Background: an optimization exercise with open tools, aiming at small area, a short achievable clock period and few clock cycles. Do not read the settings as production practice.
Where RTL was checked, it was by simulation tests only, not by an equivalence proof against the original.

==> build 29 <==
==> flow/design.v <==
module hmac_sha256 (
    input  wire         clk,
    input  wire         rst,           
    input  wire         start,         
    input  wire         mode,          
    input  wire [511:0] key,           
    input  wire         in_valid,
    output wire         in_ready,
    input  wire [31:0]  in_data,       
    input  wire         in_last,
    input  wire [2:0]   in_nbytes,     
    output wire [255:0] mac,
    output wire         mac_valid
);
    localparam [2:0] B_INIT = 3'd0,    
                     B_IKEY = 3'd1,
                     B_MSG  = 3'd2,
                     B_OKEY = 3'd3,
                     B_ODIG = 3'd4,
                     B_IDLE = 3'd5;
    localparam [255:0] IV224 = {32'hc1059ed8, 32'h367cd507, 32'h3070dd17, 32'hf70e5939,
                                32'hffc00b31, 32'h68581511, 32'h64f98fa7, 32'hbefa4fa4};
    localparam [255:0] IV256 = {32'h6a09e667, 32'hbb67ae85, 32'h3c6ef372, 32'ha54ff53a,
                                32'h510e527f, 32'h9b05688c, 32'h1f83d9ab, 32'h5be0cd19};
    reg  [2:0]   blk;
    reg  [6:0]   cnt;          
    reg          mode_r;
    reg  [511:0] ks;           
    reg  [255:0] hc;           
    reg  [31:0]  a, b, c, d, e, f, g, h, hkw;
    reg  [31:0]  w [0:15];
    reg          mac_v;
    reg  [3:0]   rot_ph;       
    reg          open_r;       
    reg          buf_v, buf_last;
    reg  [2:0]   buf_nb;
    reg  [31:0]  buf_d;
    reg          ended;        
    reg          need80;       
    reg          len_fits;     
    reg          final_blk;    
    reg  [15:0]  nbytes;
    integer i;
    wire [255:0] iv = mode_r ? IV224 : IV256;
    wire is_f = cnt[6];
    reg  [2:0] nblk;
    always @(*) begin
        case (blk)
            B_INIT:  nblk = B_IKEY;
            B_IKEY:  nblk = B_MSG;
            B_MSG:   nblk = final_blk ? B_OKEY : B_MSG;
            B_OKEY:  nblk = B_ODIG;
            default: nblk = B_IDLE;
        endcase
    end
    wire       slot_next = (cnt == 7'd63) || is_f;
    wire       slot_cur  = (cnt <= 7'd13);
    wire [2:0] wblk      = slot_next ? nblk : blk;
    wire [3:0] wk        = (cnt == 7'd63) ? 4'd0 : is_f ? 4'd1 : (cnt[3:0] + 4'd2);
    wire       word_slot = slot_next || slot_cur;
    wire       msg_slot  = word_slot && (wblk == B_MSG);
    wire wait_in = msg_slot && !ended && !buf_v;
    wire rot     = (rot_ph != 4'd0) || wait_in;
    wire adv     = (blk != B_IDLE) && !rot;
    wire consume = msg_slot && !ended && buf_v && (rot_ph == 4'd0);
    assign in_ready = open_r && (!buf_v || consume);
    wire   xfer     = in_valid && in_ready && !start && !rst;
    wire [3:0]  kidx  = (wblk == B_ODIG) ? {1'b1, wk[2:0]} : wk;
    wire [31:0] kword = ks[511 - 32*kidx -: 32];
    reg  [31:0] last_word;
    always @(*) begin
        case (buf_nb)
            3'd0:    last_word = 32'h80000000;
            3'd1:    last_word = {buf_d[31:24], 24'h800000};
            3'd2:    last_word = {buf_d[31:16], 16'h8000};
            3'd3:    last_word = {buf_d[31:8], 8'h80};
            default: last_word = buf_d;
        endcase
    end
    wire [16:0] inner_len = {1'b0, nbytes} + 17'd64;
    reg  [31:0] msg_word;
    always @(*) begin
        if (!ended)
            msg_word = buf_last ? last_word : buf_d;
        else if (need80)
            msg_word = 32'h80000000;
        else if (len_fits && wk == 4'd15)
            msg_word = {12'd0, inner_len, 3'd0};
        else
            msg_word = 32'h0;
    end
    reg  [31:0] dig_word;
    always @(*) begin
        if (wk[3] == 1'b0 && !(wk[2:0] == 3'd7 && mode_r))
            dig_word = kword;
        else if ((wk == 4'd7 && mode_r) || (wk == 4'd8 && !mode_r))
            dig_word = 32'h80000000;
        else if (wk == 4'd15)
            dig_word = mode_r ? 32'd736 : 32'd768;    
        else
            dig_word = 32'h0;
    end
    reg  [31:0] blk_word;
    always @(*) begin
        case (wblk)
            B_IKEY:  blk_word = kword ^ 32'h36363636;
            B_OKEY:  blk_word = kword ^ 32'h5c5c5c5c;
            B_MSG:   blk_word = msg_word;
            default: blk_word = dig_word;
        endcase
    end
    wire [31:0] w1  = w[1];
    wire [31:0] w14 = w[14];
    wire [31:0] ssig0_w = {w1[6:0], w1[31:7]} ^ {w1[17:0], w1[31:18]} ^ (w1 >> 3);
    wire [31:0] ssig1_w = {w14[16:0], w14[31:17]} ^ {w14[18:0], w14[31:19]} ^ (w14 >> 10);
    wire [31:0] sw_s1 = w[9] ^ w[0] ^ ssig0_w;
    wire [31:0] sw_c1 = ((w[9] & w[0]) | (w[9] & ssig0_w) | (w[0] & ssig0_w)) << 1;
    wire [31:0] sw_s2 = sw_s1 ^ sw_c1 ^ ssig1_w;
    wire [31:0] sw_c2 = ((sw_s1 & sw_c1) | (sw_s1 & ssig1_w) | (sw_c1 & ssig1_w)) << 1;
    wire [31:0] w_new = sw_s2 + sw_c2;
    wire [31:0] w_in = word_slot ? blk_word : w_new;
    reg  [31:0] k_n;
    always @(*) begin
        case (cnt)
            7'd63: k_n = 32'h428a2f98; 7'd0:  k_n = 32'h71374491;
            7'd1:  k_n = 32'hb5c0fbcf; 7'd2:  k_n = 32'he9b5dba5;
            7'd3:  k_n = 32'h3956c25b; 7'd4:  k_n = 32'h59f111f1;
            7'd5:  k_n = 32'h923f82a4; 7'd6:  k_n = 32'hab1c5ed5;
            7'd7:  k_n = 32'hd807aa98; 7'd8:  k_n = 32'h12835b01;
            7'd9:  k_n = 32'h243185be; 7'd10: k_n = 32'h550c7dc3;
            7'd11: k_n = 32'h72be5d74; 7'd12: k_n = 32'h80deb1fe;
            7'd13: k_n = 32'h9bdc06a7; 7'd14: k_n = 32'hc19bf174;
            7'd15: k_n = 32'he49b69c1; 7'd16: k_n = 32'hefbe4786;
            7'd17: k_n = 32'h0fc19dc6; 7'd18: k_n = 32'h240ca1cc;
            7'd19: k_n = 32'h2de92c6f; 7'd20: k_n = 32'h4a7484aa;
            7'd21: k_n = 32'h5cb0a9dc; 7'd22: k_n = 32'h76f988da;
            7'd23: k_n = 32'h983e5152; 7'd24: k_n = 32'ha831c66d;
            7'd25: k_n = 32'hb00327c8; 7'd26: k_n = 32'hbf597fc7;
            7'd27: k_n = 32'hc6e00bf3; 7'd28: k_n = 32'hd5a79147;
            7'd29: k_n = 32'h06ca6351; 7'd30: k_n = 32'h14292967;
            7'd31: k_n = 32'h27b70a85; 7'd32: k_n = 32'h2e1b2138;
            7'd33: k_n = 32'h4d2c6dfc; 7'd34: k_n = 32'h53380d13;
            7'd35: k_n = 32'h650a7354; 7'd36: k_n = 32'h766a0abb;
            7'd37: k_n = 32'h81c2c92e; 7'd38: k_n = 32'h92722c85;
            7'd39: k_n = 32'ha2bfe8a1; 7'd40: k_n = 32'ha81a664b;
            7'd41: k_n = 32'hc24b8b70; 7'd42: k_n = 32'hc76c51a3;
            7'd43: k_n = 32'hd192e819; 7'd44: k_n = 32'hd6990624;
            7'd45: k_n = 32'hf40e3585; 7'd46: k_n = 32'h106aa070;
            7'd47: k_n = 32'h19a4c116; 7'd48: k_n = 32'h1e376c08;
            7'd49: k_n = 32'h2748774c; 7'd50: k_n = 32'h34b0bcb5;
            7'd51: k_n = 32'h391c0cb3; 7'd52: k_n = 32'h4ed8aa4a;
            7'd53: k_n = 32'h5b9cca4f; 7'd54: k_n = 32'h682e6ff3;
            7'd55: k_n = 32'h748f82ee; 7'd56: k_n = 32'h78a5636f;
            7'd57: k_n = 32'h84c87814; 7'd58: k_n = 32'h8cc70208;
            7'd59: k_n = 32'h90befffa; 7'd60: k_n = 32'ha4506ceb;
            7'd61: k_n = 32'hbef9a3f7; 7'd62: k_n = 32'hc67178f2;
            default: k_n = 32'h428a2f98;
        endcase
    end
    reg  [1:0]  jj;
    always @(*) begin
        case (cnt[1:0])
            2'd1:    jj = 2'd3;
            2'd2:    jj = 2'd2;
            2'd3:    jj = 2'd1;
            default: jj = 2'd0;
        endcase
    end
    wire sum_cyc = (cnt >= 7'd61) && (blk != B_INIT) && (blk != B_IDLE);
    wire [255:0] src = (blk == B_MSG || blk == B_ODIG) ? hc : iv;
    wire [31:0]  xa  = src[255 - 32*jj -: 32];
    wire [31:0]  xe  = src[127 - 32*jj -: 32];
    wire [31:0]  sa  = xa + a;
    wire [31:0]  se  = xe + e;
    wire [255:0] dst     = hc;
    wire         nkey    = (nblk == B_IKEY) || (nblk == B_OKEY);
    wire [31:0] bsig0_a = {a[1:0], a[31:2]} ^ {a[12:0], a[31:13]} ^ {a[21:0], a[31:22]};
    wire [31:0] bsig1_e = {e[5:0], e[31:6]} ^ {e[10:0], e[31:11]} ^ {e[24:0], e[31:25]};
    wire [31:0] ch_efg  = (e & f) ^ (~e & g);
    wire [31:0] maj_abc = (a & b) ^ (a & c) ^ (b & c);
    wire [31:0] re_s1 = d ^ hkw ^ ch_efg;
    wire [31:0] re_c1 = ((d & hkw) | (d & ch_efg) | (hkw & ch_efg)) << 1;
    wire [31:0] re_s2 = re_s1 ^ re_c1 ^ bsig1_e;
    wire [31:0] re_c2 = ((re_s1 & re_c1) | (re_s1 & bsig1_e) | (re_c1 & bsig1_e)) << 1;
    wire [31:0] e_new = re_s2 + re_c2;
    wire [31:0] ra_s1 = hkw ^ ch_efg ^ maj_abc;
    wire [31:0] ra_c1 = ((hkw & ch_efg) | (hkw & maj_abc) | (ch_efg & maj_abc)) << 1;
    wire [31:0] ra_s2 = ra_s1 ^ ra_c1 ^ bsig0_a;
    wire [31:0] ra_c2 = ((ra_s1 & ra_c1) | (ra_s1 & bsig0_a) | (ra_c1 & bsig0_a)) << 1;
    wire [31:0] ra_s3 = ra_s2 ^ ra_c2 ^ bsig1_e;
    wire [31:0] ra_c3 = ((ra_s2 & ra_c2) | (ra_s2 & bsig1_e) | (ra_c2 & bsig1_e)) << 1;
    wire [31:0] a_new = ra_s3 + ra_c3;
    wire [31:0] hop   = is_f ? (nkey ? iv[31:0] : dst[31:0]) : g;
    wire [31:0] hk_s  = hop ^ k_n ^ w[15];
    wire [31:0] hk_c  = ((hop & k_n) | (hop & w[15]) | (k_n & w[15])) << 1;
    wire [31:0] hkw_n = hk_s + hk_c;
    always @(posedge clk) begin
        if (rst) begin
            blk    <= B_IDLE;
            rot_ph <= 4'd0;
            open_r <= 1'b0;
            buf_v  <= 1'b0;
            mac_v  <= 1'b0;
        end else if (start) begin
            blk       <= B_INIT;
            cnt       <= 7'd64;
            rot_ph    <= 4'd0;
            mode_r    <= mode;
            open_r    <= 1'b1;
            buf_v     <= 1'b0;
            mac_v     <= 1'b0;
            ended     <= 1'b0;
            need80    <= 1'b0;
            len_fits  <= 1'b0;
            final_blk <= 1'b0;
            nbytes    <= 16'd0;
        end else begin
            if (xfer) begin
                buf_v    <= 1'b1;
                buf_d    <= in_data;
                buf_last <= in_last;
                buf_nb   <= in_nbytes;
                if (in_last)
                    open_r <= 1'b0;
            end else if (consume) begin
                buf_v <= 1'b0;
            end
            if (rot)
                rot_ph <= rot_ph + 4'd1;
            if (adv) begin
                if (is_f) begin
                    cnt <= 7'd0;
                    blk <= nblk;
                    if (nblk == B_IDLE)
                        mac_v <= 1'b1;
                end else begin
                    cnt <= cnt + 7'd1;
                end
                if (msg_slot) begin
                    if (!ended) begin
                        nbytes <= nbytes + (buf_last ? {13'd0, buf_nb} : 16'd4);
                        if (buf_last) begin
                            ended    <= 1'b1;
                            need80   <= (buf_nb == 3'd4);
                            len_fits <= (buf_nb != 3'd4) && (wk <= 4'd13);
                        end
                    end else begin
                        if (need80) begin
                            need80   <= 1'b0;
                            len_fits <= (wk <= 4'd13);
                        end
                        if (wk == 4'd15 && len_fits && !need80)
                            final_blk <= 1'b1;
                    end
                    if (wk == 4'd15)
                        len_fits <= 1'b1;
                end
            end
        end
    end
    always @(posedge clk) begin
        for (i = 0; i < 15; i = i + 1)
            w[i] <= w[i + 1];
        if (!rst && start)
            w[15] <= key[511:480] ^ 32'h36363636;
        else if (rot)
            w[15] <= w[0];
        else
            w[15] <= w_in;
        if (rot) begin
            a <= d; e <= h;
        end else if (is_f) begin
            a <= nkey ? iv[255:224] : sa;
            e <= nkey ? iv[127:96]  : se;
        end else begin
            a <= a_new; e <= e_new;
        end
        if (is_f && !rot) begin
            if (nkey) begin
                {b, c, d} <= iv[223:128];
                {f, g, h} <= iv[95:0];
            end else begin
                {b, c, d} <= dst[223:128];
                {f, g, h} <= dst[95:0];
            end
        end else begin
            d <= c; c <= b; b <= a;
            h <= g; g <= f; f <= e;
        end
        if (!rot)
            hkw <= hkw_n;
    end
    always @(posedge clk) begin
        if (!rst && start) begin
            ks <= key;
        end else if (!rst && adv) begin
            if (blk == B_OKEY && cnt == 7'd14)
                ks[255:0] <= hc;                  
            if (sum_cyc) begin
                hc[255 - 32*jj -: 32] <= sa;
                hc[127 - 32*jj -: 32] <= se;
            end
        end
    end
    assign mac_valid = mac_v;
    assign mac       = hc;
endmodule
==> flow/run.sh <==
#!/bin/bash
# synth_recipe.tcl (not shown) runs the flow's synth.tcl, then flattens the netlist and writes it again
# the make line also repeats each setting of config.mk as NAME=value (left out here)
make -C /OpenROAD-flow-scripts/flow DESIGN_CONFIG=/design/flow/config.mk WORK_HOME=/design/flow/orfs CLKGATE_MAP_FILE= SYNTH_SCRIPT=/design/flow/synth_recipe.tcl finish
==> flow/config.mk <==
export PLATFORM = sky130hd
export DESIGN_NAME = hmac_sha256
export DESIGN_NICKNAME = hmac_sha256
export VERILOG_FILES = /design/flow/design.v
export SDC_FILE = /design/flow/constraint.sdc
export NUM_CORES = 4
export LEC_CHECK = 0
export CAP_MARGIN = 20
export CORE_MARGIN = 2
export CORE_UTILIZATION = 40
export SETUP_SLACK_MARGIN = 5
export SLEW_MARGIN = 20
==> flow/constraint.sdc <==
create_clock -name core_clock -period 10.0 [get_ports {clk}]
set_input_delay 2.0000 -clock core_clock [delete_from_list [all_inputs] [get_ports {clk}]]
set_output_delay 2.0000 -clock core_clock [all_outputs]
set_load 0.01 [all_outputs]
==> build 48 (differences from build 29) <==
--- a/flow/design.v
+++ b/flow/design.v
@@ -28,5 +28,5 @@
     reg  [511:0] ks;           
     reg  [255:0] hc;           
-    reg  [31:0]  a, b, c, d, e, f, g, h, hkw;
+    reg  [31:0]  a, b, c, d, e, f, g, h;    
     reg  [31:0]  w [0:15];
     reg          mac_v;
@@ -179,11 +179,11 @@
     wire [31:0] ch_efg  = (e & f) ^ (~e & g);
     wire [31:0] maj_abc = (a & b) ^ (a & c) ^ (b & c);
-    wire [31:0] re_s1 = d ^ hkw ^ ch_efg;
-    wire [31:0] re_c1 = ((d & hkw) | (d & ch_efg) | (hkw & ch_efg)) << 1;
+    wire [31:0] re_s1 = d ^ h ^ ch_efg;
+    wire [31:0] re_c1 = ((d & h) | (d & ch_efg) | (h & ch_efg)) << 1;
     wire [31:0] re_s2 = re_s1 ^ re_c1 ^ bsig1_e;
     wire [31:0] re_c2 = ((re_s1 & re_c1) | (re_s1 & bsig1_e) | (re_c1 & bsig1_e)) << 1;
     wire [31:0] e_new = re_s2 + re_c2;
-    wire [31:0] ra_s1 = hkw ^ ch_efg ^ maj_abc;
-    wire [31:0] ra_c1 = ((hkw & ch_efg) | (hkw & maj_abc) | (ch_efg & maj_abc)) << 1;
+    wire [31:0] ra_s1 = h ^ ch_efg ^ maj_abc;
+    wire [31:0] ra_c1 = ((h & ch_efg) | (h & maj_abc) | (ch_efg & maj_abc)) << 1;
     wire [31:0] ra_s2 = ra_s1 ^ ra_c1 ^ bsig0_a;
     wire [31:0] ra_c2 = ((ra_s1 & ra_c1) | (ra_s1 & bsig0_a) | (ra_c1 & bsig0_a)) << 1;
@@ -279,15 +279,14 @@
             if (nkey) begin
                 {b, c, d} <= iv[223:128];
-                {f, g, h} <= iv[95:0];
+                {f, g} <= iv[95:32];
             end else begin
                 {b, c, d} <= dst[223:128];
-                {f, g, h} <= dst[95:0];
+                {f, g} <= dst[95:32];
             end
         end else begin
             d <= c; c <= b; b <= a;
-            h <= g; g <= f; f <= e;
+            g <= f; f <= e;
         end
-        if (!rot)
-            hkw <= hkw_n;
+        h <= rot ? g : hkw_n;
     end
     always @(posedge clk) begin
==> flow/flow/run.sh (new file) <==
#!/bin/bash
set -euo pipefail
export SETUP_SLACK_MARGIN=6.0
bash standard.sh > standard.log 2>&1
==> flow/standard.sh (new file) <==
#!/bin/bash
# synth_recipe.tcl (not shown) runs the flow's synth.tcl, then flattens the netlist and writes it again
# the make line also repeats each setting of config.mk as NAME=value (left out here)
make -C /OpenROAD-flow-scripts/flow DESIGN_CONFIG=/design/flow/config.mk WORK_HOME=/design/flow/orfs CLKGATE_MAP_FILE= SYNTH_SCRIPT=/design/flow/synth_recipe.tcl "${@:-finish}"
- SETUP_SLACK_MARGIN: 5 -> default
removed: flow/run.sh
==> comparison <==
Of build 48 and build 29, build 48 has the higher final area (gap 9.5%, measured against build 29). Hold slack: build 29 is better than build 48 (0.031 ns). Of build 48 and build 29, build 48 has the higher wire length (gap 3.4%, measured against build 29). Between build 29 and build 48, the lower synthesized cell count is in build 48 (gap 1.1%, measured against build 48). In build 29 the die area is larger than in build 48, by about 1.4%.
Testbench counts of build 48, summed over its fixed seeds: cycles 73,769.
No functional check of the RTL was part of build 29.

[afterwards: timing with drivers on the ports]
No port has a modelled driver above. Below, the same layouts with a new extraction and two added sets of constraints.
Step 1: set_driving_cell puts a clkbuf_16 on clk and a buf_2 on each other input, an assumption about the parent block.
Step 2, shift: input delay + t, output delay - t, t = (earliest + latest rising clock arrival at the registers) / 2. This alone moves slack from input paths to output paths.
Slacks: ideal ports / drivers / drivers and shift; pairs: ideal ports / drivers.
| run | shift t [ns] | setup WS [ns] | worst setup path at the end | cell pins on the clock port's net |
|---|---|---|---|---|
| build 29 | 0.958 | 4.657 / 4.657 / 4.043 | input to register | 1 |
| build 48 | 0.991 | 4.795 / 4.795 / 4.795 | register to register | 1 |
After both steps setup and hold are still met in every run listed. For build 29, which loses most, drivers alone change the setup slack by 0.000 ns; drivers and shift together by -0.614 ns.
